What follows belongs to an exercise in optimizing a design on an open flow for small area, a short achievable clock period and few clock cycles; a production flow would make more cautious choices.
Only simulation tests tie the RTL to the original design; equivalence was not proved.
Power is estimated from default activity; no workload was simulated.

== build 90 ==
Design alu_core, start of the top module:
module alu_core (
    input  wire        clk,
    input  wire        rst,         
    input  wire        cmd_valid,
    output wire        cmd_ready,
    input  wire [31:0] cmd,
    input  wire [3:0]  rd_idx,
    output wire [15:0] rd_data,
    output wire [3:0]  flags        
);
clock: 10.0 ns
lec_check: 0
cap_margin: 20
core_margin: 2
core_utilization: 55
cts_buf_list: sky130_fd_sc_hd__clkbuf_4 sky130_fd_sc_hd__clkbuf_8
cts_cluster_size: 20
place_density: 0.68
setup_slack_margin: 4
slew_margin: 20
standard.sh (not shown) runs the stock make flow with config.mk's settings and CLKGATE_MAP_FILE= SYNTH_SCRIPT=/design/flow/synth_recipe.tcl, a recipe that flattens the netlist after the stock synthesis.
==> flow/flow/run.sh <==
#!/bin/bash
# Standard ORFS layout, with the port buffers made from plain buffers (buf_4)
# instead of the delay cells buffer_ports picks by default, and with timing
# repair free to resize cells across footprints.
set -euo pipefail
export BUFFER_PORTS_ARGS="-buffer_cell sky130_fd_sc_hd__buf_4"
bash standard.sh MATCH_CELL_FOOTPRINT=0 "BUFFER_PORTS_ARGS=-buffer_cell sky130_fd_sc_hd__buf_4" finish > make_finish.log 2>&1
Testbench counts of build 90, summed over its fixed seeds: cycles 5,283.
> inputs changed (build 90 -> build 19)
==> flow/flow/run.sh <==
#!/bin/bash
# Standard ORFS layout, with the port buffers made from plain buffers (buf_4)
# instead of the delay cells buffer_ports picks by default, timing repair
# free to resize cells across footprints, and a clock tree of clkbuf_4/8
# without dummy balancing loads.
set -euo pipefail
export BUFFER_PORTS_ARGS="-buffer_cell sky130_fd_sc_hd__buf_4"
export CTS_ARGS="-sink_clustering_enable -repair_clock_nets -sink_clustering_size 20 -buf_list {sky130_fd_sc_hd__clkbuf_4 sky130_fd_sc_hd__clkbuf_8} -dont_use_dummy_load"
bash standard.sh MATCH_CELL_FOOTPRINT=0 "BUFFER_PORTS_ARGS=$BUFFER_PORTS_ARGS" "CTS_ARGS=$CTS_ARGS" finish > make_finish.log 2>&1
==> comparison <==
Compared to build 90, build 19 has post-CTS repair timing setup buffer count about 11% higher. Between build 19 and build 90, the difference in share of the clock period used by the worst path is negligible. The hold slack on build 19 is in line with that on build 90.
Relative to build 19, the following input files were edited for build 46:
Settings: swapping 4 for 3.5 in SETUP_SLACK_MARGIN.
Total of plain and repair buffers excluding clock buffers ends up higher on build 19. Summary — total power consumption of the routed design, build 46 relative to build 19: lower, by 390 uW. As far as port buffer count goes, build 19 and build 46 are indistinguishable; the numbers are identical. Lower global routing met1 resource utilization goes to build 46 over build 19. Build 46: flow completed, timing, DRC and antenna clean.
### build 46 -> build 96
Settings: SETUP_SLACK_MARGIN changed from 3.5 to 4.25.
==> results.txt <==
- | met1 demand-to-capacity share in global routing | build 96 vs build 46 | 2.6 points higher |
- On sum of net half-perimeters after detailed placement, build 96 tracks build 46 almost exactly.
- Looking only at routed wire length per instance, and setting everything else aside, the higher value of build 96 and build 46 goes to build 96.
- Build 96 against build 46: minimum hold slack picked up an extra 4.4 ps, via count normalized by instance count picked up an extra 0.31%, routed length on met2 picked up an extra 5.3%, count of placed standard cells in the final layout, fillers left out picked up an extra 1.8%, first-pass GRT wire length picked up an extra about 3.7%.
- Build 96 ended with less register share of total power than build 46.
- Looking at final worst-path cycle share, build 96 sits 2.6 points below build 46.
#### Input delta (build 57 over build 96)
Settings: changing CAP_MARGIN from 20 to 5; changing SLEW_MARGIN from 20 to 5; changing SETUP_SLACK_MARGIN from 4.25 to 4.
==> flow/flow/run.sh <==
#!/bin/bash
# Standard ORFS layout, with the port buffers made from plain buffers (buf_4)
# instead of the delay cells buffer_ports picks by default, and with timing
# repair free to resize cells across footprints.
set -euo pipefail
export BUFFER_PORTS_ARGS="-buffer_cell sky130_fd_sc_hd__buf_4"
bash standard.sh MATCH_CELL_FOOTPRINT=0 "BUFFER_PORTS_ARGS=-buffer_cell sky130_fd_sc_hd__buf_4" finish > make_finish.log 2>&1
Findings:
The flow did not stop early for build 57: all stages ran, and the layout cleared the timing, design-rule and antenna checks.
Build 96 finished all stages; the layout is clean.
When build 57 is measured against build 96, its cell count after placement turns out 10 lower.
On peak supply drop, build 96 beats build 57.
Compared to build 96, build 57 shows a wider setup margin.
Compared to build 96, the routing of build 57 uses less wire.
Between build 57 and build 96, it is build 57 whose number of antenna violations at the first check in global routing is lower, by 2.
Peak per-stage delay on the critical path ended up 40 ps lower on build 57 than on build 96.
Comparing build 57 and build 96, the higher combinational share of power is on build 96.
The run showing the greater shortest period the worst path allows is build 96.
In build 57 the non-clock buffer count turned out about 11% lower than in build 96.
Compared with build 96, in build 57 post-route total power rose about 2.6%, clock buffer instance count of the final layout +about 33%.

* * *

the baseline:
Another version of the RTL of alu_core (not shown whole).
For scale: about 330 flip-flops, about 60 I/O pins, about 0.027 mm2 of cells after synthesis.
Design alu_core, start of the top module:
module alu_core (
    input  wire        clk,
    input  wire        rst,         
    input  wire        cmd_valid,
    output wire        cmd_ready,
    input  wire [31:0] cmd,
    input  wire [3:0]  rd_idx,
    output wire [15:0] rd_data,
    output wire [3:0]  flags        
);
export LEC_CHECK = 0
export CAP_MARGIN = 20
export CORE_MARGIN = 2
export CORE_UTILIZATION = 45
export CTS_BUF_LIST = sky130_fd_sc_hd__clkbuf_4 sky130_fd_sc_hd__clkbuf_8
export CTS_CLUSTER_SIZE = 20
export PLACE_DENSITY = 0.6
export SETUP_SLACK_MARGIN = 4.5
export SLEW_MARGIN = 20
create_clock -name core_clock -period 10.0 [get_ports {clk}]
==> flow/flow/run.sh <==
#!/bin/bash
# Standard ORFS layout, with the port buffers made from plain buffers (buf_4)
# instead of the delay cells buffer_ports picks by default, and with timing
# repair free to resize cells across footprints.
set -euo pipefail
export BUFFER_PORTS_ARGS="-buffer_cell sky130_fd_sc_hd__buf_4"
bash standard.sh MATCH_CELL_FOOTPRINT=0 "BUFFER_PORTS_ARGS=-buffer_cell sky130_fd_sc_hd__buf_4" finish > make_finish.log 2>&1
Testbench counts of the baseline, summed over its fixed seeds: cycles 5,283.
The inputs of the candidate differ from those of the baseline as listed below.
Settings: a deleted CTS_CLUSTER_SIZE that had been 20; a deleted CTS_BUF_LIST that had been sky130_fd_sc_hd__clkbuf_4 sky130_fd_sc_hd__clkbuf_8; a change of SETUP_SLACK_MARGIN from 4.5 to 4.
### Flow results
Comparing the candidate and the baseline, the lower share of the final layout cell area in multi-input gates was measured on the baseline. Post-layout worst setup margin ends up higher on the baseline. The candidate ends up with a total power consumption of the routed design that is 0.00049 W lower than in the baseline. Count of inserted antenna diode cells: the candidate vs the baseline down 5. The candidate vs the baseline — relative contribution of the clock network to total power rose 1.9 points. The candidate reports a lower via count than the baseline does. Cell count (the candidate over the baseline): decrease, 154. Comparing the candidate and the baseline, the higher final core area utilization is on the baseline. The lower net switching power came out of the candidate.

* * *

RTL: one of the versions met above, not the one the previous note started from.
Size in the first run: about 2500 cells after synthesis, about 330 flip-flops, roughly 60 I/O pins.
export LEC_CHECK = 0
export CAP_MARGIN = 20
export CORE_MARGIN = 2
export CORE_UTILIZATION = 55
export CTS_BUF_LIST = sky130_fd_sc_hd__clkbuf_4 sky130_fd_sc_hd__clkbuf_8
export CTS_CLUSTER_SIZE = 20
export PLACE_DENSITY = 0.68
export SETUP_SLACK_MARGIN = 3.75
export SLEW_MARGIN = 20
create_clock -name core_clock -period 10.0 [get_ports {clk}]
==> flow/flow/run.sh <==
#!/bin/bash
# Standard ORFS layout, with the port buffers made from plain buffers (buf_4)
# instead of the delay cells buffer_ports picks by default, timing repair
# free to resize cells across footprints, and a clock tree of clkbuf_4/8
# without dummy balancing loads.
set -euo pipefail
export BUFFER_PORTS_ARGS="-buffer_cell sky130_fd_sc_hd__buf_4"
export CTS_ARGS="-sink_clustering_enable -repair_clock_nets -sink_clustering_size 20 -buf_list {sky130_fd_sc_hd__clkbuf_4 sky130_fd_sc_hd__clkbuf_8} -dont_use_dummy_load"
bash standard.sh MATCH_CELL_FOOTPRINT=0 "BUFFER_PORTS_ARGS=$BUFFER_PORTS_ARGS" "CTS_ARGS=$CTS_ARGS" finish > make_finish.log 2>&1
Testbench counts at the start, summed over its fixed seeds: cycles 5,283.
Next try:
SETUP_SLACK_MARGIN = 4   (was 3.75)
TNS_END_PERCENT = 10   (was not set)
The changed run ran to the end with no violations.
Via count is about the same.
Total power stays flat.
Sequential share of layout area is about the same.
Wire length climbs by about 0.7%.
Die area does not change.
Combinational power hardly moves.
Clock skew drops by 0.023 ns.
Final cell count stays flat.

## what the ideal ports hide
Ports are ideal in the flow. The routed layouts listed here were re-timed in OpenROAD. Step 1 sets driving cells, clkbuf_16 on the clock port and buf_2 on the other inputs (assumed; they add their load-dependent delay and slew). Step 2 also shifts input and output timing later by t, the mid clock arrival at the registers, as if the neighbouring blocks saw the same clock. Slacks: ideal / step 1 / step 2; pairs: ideal / step 1.
run | t (ns) | setup slack, ns | worst setup path at the end | clock arrival spread, ns | worst data-port slew with drivers (ns)
build 90 | 0.725 | 3.981 / 3.844 / 3.119 | input to register | 0.035 / 0.036 | 0.29
build 19 | 0.690 | 3.980 / 3.803 / 3.113 | input to register | 0.098 / 0.098 | 0.29
build 46 | 0.678 | 3.638 / 3.578 / 2.899 | input to register | 0.109 / 0.109 | 0.20
build 96 | 0.672 | 3.901 / 3.693 / 3.021 | input to register | 0.088 / 0.088 | 0.28
build 57 | 0.719 | 3.993 / 3.862 / 3.143 | input to register | 0.024 / 0.024 | 0.27
the baseline | 0.728 | 4.222 / 3.982 / 3.253 | input to register | 0.047 / 0.047 | 0.32
the candidate | 0.622 | 4.026 / 3.801 / 3.179 | input to register | 0.030 / 0.030 | 0.31
the first run of note 3 | 0.692 | 3.816 / 3.635 / 2.944 | input to register | 0.125 / 0.125 | 0.30
the second run of note 3 | 0.683 | 3.697 / 3.634 / 2.951 | input to register | 0.101 / 0.102 | 0.25
After both steps setup and hold are still met in every run listed. For the baseline, which loses most, drivers alone change the setup slack by -0.240 ns; drivers and shift together by -0.969 ns.
